Background: an optimization exercise with open tools, aiming at small area. Do not read the settings as production practice.
Function was checked by simulation only, so behaviour that the tests miss may differ from the original.

main:
==> flow/design.v (excerpt) <==
module pmu_engine (
    input             clk,
    input             rst,         
    input             cmd_we,      
    input      [31:0] cmd_in,
    input             arg_we,      
    input      [31:0] arg_in,
    input      [3:0]  dbuf_we,     
    input      [31:0] dbuf_in,     
    output     [7:0]  status,
    output     [7:0]  seq_pc,
    output     [95:0] res,
    output     [31:0] dbuf,
    output reg        bus_req,
    output reg        bus_we,
    output reg [7:0]  bus_addr,
    output reg [2:0]  bus_len,
    output reg [31:0] bus_wdata,   
    input             bus_ack,
    input             bus_err,
    input      [31:0] bus_rdata,   
    output reg        slp_req,
    input             slp_ack
);
    localparam [7:0] OP_RDREG   = 8'h01, OP_WRREG   = 8'h02,
                     OP_RDBIT   = 8'h10, OP_SETBIT  = 8'h11,
                     OP_RDFLD   = 8'h12, OP_WRFLD   = 8'h13,
                     OP_DEC8    = 8'h20, OP_DEC12   = 8'h21,
                     OP_DEC13   = 8'h22, OP_DEC16   = 8'h23,
                     OP_DEC24   = 8'h24, OP_DEC32   = 8'h25,
                     OP_BATV    = 8'h30, OP_BATI    = 8'h31,
                     OP_BATICHG = 8'h32, OP_BATP    = 8'h33,
                     OP_VINV    = 8'h34, OP_VINI    = 8'h35,
                     OP_VBUSV   = 8'h36, OP_VBUSI   = 8'h37,
                     OP_APSV    = 8'h38, OP_TEMP    = 8'h39,
                     OP_CCIN    = 8'h3A, OP_CCOUT   = 8'h3B,
                     OP_BATPCT  = 8'h3C, OP_CVTPCT  = 8'h3D,
                     OP_WRDCDC  = 8'h40, OP_WRLDO   = 8'h41,
                     OP_WRCHGI  = 8'h42, OP_WRBRT   = 8'h43,
                     OP_INIT    = 8'h50, OP_SLPPREP = 8'h51,
                     OP_SLPREST = 8'h52, OP_BUSPWR  = 8'h53,
                     OP_PWROFF  = 8'h54;
    localparam [1:0] ERR_OK = 2'd0, ERR_BUS = 2'd1, ERR_ARG = 2'd2, ERR_ILL = 2'd3;
    localparam [2:0] E_END = 3'd0, E_RD = 3'd1, E_WR = 3'd2, E_RMW = 3'd3,
                     E_SLP = 3'd4, E_BR = 3'd5;
  ...
Settings: LEC_CHECK=0, ABC_AREA=1, CAP_MARGIN=20, CORE_MARGIN=2, CORE_UTILIZATION=40, PLACE_DENSITY=0.6, SLEW_MARGIN=20; clock period 30.0 ns.
standard.sh (not shown) runs the stock make flow with config.mk's settings and CLKGATE_MAP_FILE= SYNTH_SCRIPT=/design/flow/synth_recipe.tcl, a recipe that flattens the netlist after the stock synthesis.
==> flow/flow/run.sh <==
#!/bin/bash
# Own layout flow: the standard ORFS flow with three changes.
#  1. Synthesis: the standard synthesis script (synth_recipe.tcl, via standard.sh) with an
#     area-oriented ABC script and without full-adder extraction. The registers are mapped
#     before ABC runs, so they are the standard synthesis's registers.
#  2. Port buffers use the smallest buffer cell (every port is still buffered).
#  3. Clock tree: clkbuf_8 buffers in small sink clusters, no dummy loads.
# Each tool's output goes to a log file of its own in this folder; ORFS also keeps its
# per-step logs under orfs/logs.
set -euo pipefail
here=$(pwd)
rm -rf "$here/synth_scripts"
cp -r "$FLOW_HOME/scripts" "$here/synth_scripts"
cp "$here/flow/abc_area.script" "$here/synth_scripts/abc_area.script"
bash standard.sh "SCRIPTS_DIR=$here/synth_scripts" "ADDER_MAP_FILE=" synth > synth.log 2>&1
bash standard.sh \
  "BUFFER_PORTS_ARGS=-buffer_cell sky130_fd_sc_hd__buf_1" \
  "CTS_ARGS=-repair_clock_nets -buf_list sky130_fd_sc_hd__clkbuf_8 -sink_clustering_enable -sink_clustering_size 8 -sink_clustering_max_diameter 40 -dont_use_dummy_load" \
  finish > pnr.log 2>&1
==> flow/flow/abc_area.script <==
strash
dch -f
amap
mfs2
strash
dch -f
amap
mfs2
strash
dch -f
amap
topo
Changes in the feature branch relative to main:
--- a/flow/design.v
+++ b/flow/design.v
@@ -59,16 +59,13 @@
     reg         c1, c2, b3;  
     reg         bw;          
     wire [7:0]  tmp = {bw, cnt};
     wire [1:0]  cpass = fi[1:0];    
     wire        flt = fa[0];        
     wire        fgt = fa[1];        
-    reg         st_done, st_inited, st_failw;
-    wire        w_op     = (g0 && ol[1]) || (g1 && ol[0]) || g4 || g5;
-    wire        st_wrote = st_done && w_op &&
-                           (st_err == ERR_OK || (st_err == ERR_BUS && pc != 5'd0));
+    reg         st_done, st_wrote, st_inited, st_failw;
     wire        st_busy = state != S_IDLE;
     reg  [1:0]  st_err;
     wire neg = P[83] & P[82] & P[81];
     assign status = {1'b0, st_failw, st_inited, st_wrote, st_err & {2{~st_busy}}, st_done, st_busy};
     assign seq_pc = {3'b000, pc};
     assign res    = {{12{neg}}, P};
@@ -305,16 +302,16 @@
     wire res_rd  = (g1 && !ol[0]) || (g3 && !(is_bati && pc == 5'd0));
     wire need_fps = is_pct || is_bati || is_temp;
     reg [6:0] pre_last;
     always @* begin
         if (g2)
             case (ol[2:0])
-                3'd0:       pre_last = 7'd75;
-                3'd4:       pre_last = 7'd59;
-                3'd5:       pre_last = 7'd51;
-                default:    pre_last = 7'd67;
+                3'd0:       pre_last = 7'd107;
+                3'd4:       pre_last = 7'd91;
+                3'd5:       pre_last = 7'd83;
+                default:    pre_last = 7'd99;
             endcase
         else if (is_cc || is_bati) pre_last = 7'd51;
         else if (g3 && ol == 4'h3) pre_last = 7'd59;
         else if (g1) pre_last = 7'd75 + {4'd0, ol[1] ? fi : fm[2:0]};
         else if (is_cvt) pre_last = 7'd83;
         else pre_last = 7'd67;    
@@ -336,13 +333,13 @@
                 4'h8:       mconst = 18'd1400;
                 default:    mconst = 18'd1;
             endcase
     end
     wire [4:0] aidx   = (state == S_DIV) ? ~cnt[4:0] : cnt[4:0];
     wire       argbit = arg[aidx];
-    wire       sin    = (cnt[6:5] == 2'd0) & is_cvt & argbit;
+    wire       sin    = (cnt[6:5] == 2'd0) & (g2 ? dbuf_r[cnt[4:0]] : (is_cvt & argbit));
     wire       t_lo   = cnt <= 7'd7;
     wire       t_h12  = (cnt >= 7'd4) && (cnt <= 7'd11);
     wire       t_h13  = (cnt >= 7'd5) && (cnt <= 7'd12);
     wire       is_rd13 = (g2 && ol[2:0] == 3'd2) || is_bati;
     reg u1, u2, v1, v2;
     always @* begin
@@ -400,38 +397,37 @@
         b3 <= 1'b0;
         if (rst) begin
             state     <= S_IDLE;
             pc        <= 5'd0;
             st_done   <= 1'b0;
             st_err    <= ERR_OK;
+            st_wrote  <= 1'b0;
             st_inited <= 1'b0;
             st_failw  <= 1'b0;
         end else begin
             case (state)
                 S_IDLE: begin
                     if (cmd_we) begin
                         opr      <= cmd_in[30:24];
                         fa       <= cmd_in[23:16];
                         fm       <= cmd_in[15:8];
                         fi       <= cmd_in[2:0];
                         st_done  <= 1'b0;
+                        st_wrote <= 1'b0;
                         st_failw <= 1'b0;
                         pc       <= 5'd0;
                         cnt      <= 7'd0;
                         if (!n_legal) begin
                             st_err <= ERR_ILL;
                             state  <= S_FIN;
                         end else if (n_invalid) begin
                             st_err <= ERR_ARG;
                             state  <= S_FIN;
                         end else begin
                             st_err <= ERR_OK;
-                            if (n_dec) begin
-                                P[83:52] <= dbuf_r;
-                                state    <= S_PRE;
-                            end else if (n_cvt)
+                            if (n_dec || n_cvt)
                                 state <= S_PRE;
                             else if (n_div)
                                 state <= S_DIV;
                             else
                                 state <= S_EXEC;
                         end
@@ -483,12 +479,13 @@
                         if (bus_err) begin
                             st_err   <= ERR_BUS;
                             st_failw <= 1'b1;
                             st_done  <= 1'b1;
                             state    <= S_IDLE;
                         end else begin
+                            st_wrote <= 1'b1;
                             pc       <= e_jmp ? 5'd26 : pc + 5'd1;
                             state    <= S_EXEC;
                         end
                     end
                 end
                 S_SLP: begin
Findings:
Higher die boundary height goes to the feature branch over main.
The feature branch vs. main: count of inverters not on the clock network in the layout went down 28; number of register bits inferred by synthesis went up 1.
[compare] base=main new=the feature branch: die area up about 0.6%, detail-routed net length per standard cell up 6.6%, wire length up 4.4 mm, simple-gate share of the synthesized area up 1.0 points, final design area excluding fillers up about 0.9%.
Cell area after placement went up slightly going from main to the feature branch.
Side by side, footprint of the multi-input gates turned out higher in the feature branch than in main.

==> separate check: timing with driven ports <==
No port has a modelled driver above. Below, the same layouts with a new extraction and two added sets of constraints. Step 1 assumes that a clkbuf_16 drives the clock port and a buf_2 every other input. Step 2, shift: input delay + t, output delay - t, t = (earliest + latest rising clock arrival at the registers) / 2. This alone moves slack from input paths to output paths. Slacks: ideal ports / drivers / drivers and shift; pairs: ideal ports / drivers.
| run | shift t [ns] | slack for setup (ns) | slew at the worst register clock pin (ns) | worst slew at a driven data input, ns |
|---|---|---|---|---|
| main | 0.546 | 17.876 / 17.826 / 18.372 | 0.11 / 0.11 | 0.05 |
| the feature branch | 0.552 | 17.605 / 17.552 / 18.104 | 0.10 / 0.10 | 0.05 |
After both steps setup and hold are still met in every run listed.
